Source: an optimization exercise on an open RTL-to-GDS flow (aim: small area, a short achievable clock period and few clock cycles per item). Production flows keep margins and buffers that such runs may drop. The RTL was checked by simulation tests, not by an equivalence proof against the original design.

==> flow/design.v (excerpt) <==
module scan_engine (
    input  wire         clk,
    input  wire         rst,          
    input  wire         load_valid,   
    input  wire [127:0] load_word,
    input  wire         start,        
    input  wire         tick,         
    input  wire [15:0]  in_bits,      
    input  wire [39:0]  ana,          
    input  wire [4:0]   dbg_addr,
    output wire         ready,
    output wire [15:0]  out_bits,
    output reg  [31:0]  dbg_data
);
    localparam NB   = 64;
    localparam NI   = 16;
    localparam NT   = 8;
    localparam MAXC = 16;
    localparam DSTEP = 2;             
    localparam ST_OFF = 2'd0, ST_ON = 2'd1, ST_TIMING = 2'd2;
    localparam O_NOP  = 5'd0,  O_INV  = 5'd1,  O_AND  = 5'd2,  O_NAND = 5'd3,
               O_OR   = 5'd4,  O_NOR  = 5'd5,  O_XOR  = 5'd6,  O_BIST = 5'd7,
               O_BMX2 = 5'd8,  O_BMX4 = 5'd9,  O_CLT  = 5'd10, O_CLE  = 5'd11,
               O_CEQ  = 5'd12, O_CGE  = 5'd13, O_CGT  = 5'd14, O_ADD  = 5'd15,
               O_SUB  = 5'd16, O_MUL  = 5'd17, O_DIV  = 5'd18, O_MOD  = 5'd19,
               O_IMX2 = 5'd20, O_IMX4 = 5'd21, O_ASCL = 5'd22, O_UCNT = 5'd23,
               O_DCNT = 5'd24, O_ASTB = 5'd25, O_MONO = 5'd26, O_VMON = 5'd27,
  ...
Size in the first run: roughly 2100 flip-flops, ~240 I/O pins.
export LEC_CHECK = 0
export CAP_MARGIN = 20
export CORE_MARGIN = 2
export CORE_UTILIZATION = 45
export SETUP_SLACK_MARGIN = 5
export SLEW_MARGIN = 20
create_clock -name core_clock -period 15.0 [get_ports {clk}]
standard.sh (not shown) runs the stock make flow with config.mk's settings and CLKGATE_MAP_FILE= SYNTH_SCRIPT=/design/flow/synth_recipe.tcl, a recipe that flattens the netlist after the stock synthesis.
==> flow/flow/run.sh <==
#!/bin/bash
# Layout flow: the standard ORFS flow (standard.sh) with two changes:
#  - Yosys's full/half-adder extraction (ADDER_MAP_FILE) is skipped, so
#    that ABC maps all combinational logic, adders included, for delay;
#  - timing repair aims at a setup slack of 6.5 ns at the design's clock
#    period instead of config.mk's 5 ns.
# Registers are untouched by either change.  The make output goes to
# flow_make.log; ORFS keeps each step's log under orfs/logs.
set -euo pipefail
bash standard.sh ADDER_MAP_FILE= SETUP_SLACK_MARGIN=6.5 finish > flow_make.log 2>&1
The baseline finished with max-capacitance violations left.
Testbench counts at the start, summed over its fixed seeds: cycles 145,117, scans 15,360.
Then changed:
--- a/flow/design.v
+++ b/flow/design.v
@@ -657,21 +657,21 @@
                     dpend <= ~dfree;
                 end
             end
             if (dwrite) begin
                 imem[{dout, 4'b0} +: 16] <= dpend ? (dmod ? dr : dq) : (dmod ? sr : sq);
                 dpend <= 1'b0;
             end
         end
     end
-    reg [31:0] dsel;
-    integer q;
     always @(*) begin
-        for (q = 0; q < 32; q = q + 1)
-            dsel[q] = (dbg_addr == q);
-        dbg_data = ({32{dsel[0]}} & bmem[31:0]) | ({32{dsel[1]}} & bmem[63:32]);
-        for (q = 0; q < NT; q = q + 1)
-            dbg_data = dbg_data | ({32{dsel[8+q]}} & tmr[q*32 +: 32]);
-        for (q = 0; q < NI; q = q + 1)
-            dbg_data = dbg_data | {16'd0, {16{dsel[16+q]}} & imem[q*16 +: 16]};
+        dbg_data = 32'd0;
+        if (dbg_addr == 5'd0)
+            dbg_data = bmem[31:0];
+        else if (dbg_addr == 5'd1)
+            dbg_data = bmem[63:32];
+        else if (dbg_addr[4:3] == 2'b01)
+            dbg_data = tmr[{dbg_addr[2:0], 5'b0} +: 32];
+        else if (dbg_addr[4] == 1'b1)
+            dbg_data = {16'd0, imem[{dbg_addr[3:0], 4'b0} +: 16]};
     end
 endmodule
Effect: This time the run ran to the end with no violations. Area after synthesis hardly moves. Core utilization goes up by 0.35 points. Count of clock-buffer cells in the layout went up by 7. Via count decreases by 4.1%. Worst setup slack degrades by 120 ps. Design area climbs by 0.67%. Fmax is lower by about 1.4%.
Testbench counts after the change, summed over its fixed seeds: cycles 145,117, scans 15,360.

what the ideal ports hide:
How much do the figures lean on ideal ports? The routed layouts below were timed once more, with nothing changed but the port constraints. Step 1: set_driving_cell puts a clkbuf_16 on clk and a buf_2 on each other input, an assumption about the parent block. Step 2, shift: input delay + t, output delay - t, t = (earliest + latest rising clock arrival at the registers) / 2. This alone moves slack from input paths to output paths. Slacks: no drivers / after step 1 / after step 2; pairs: no drivers / after step 1.
run | shift t [ns] | setup WS [ns] | clock arrival spread, ns
the first run | 1.143 | 6.115 / 6.115 / 5.214 | 0.105 / 0.106
the second run | 1.088 | 5.991 / 5.502 / 5.379 | 0.144 / 0.144
The setup slack of the first run, which loses most, moves by 0.000 ns with the drivers and by -0.901 ns with both steps.
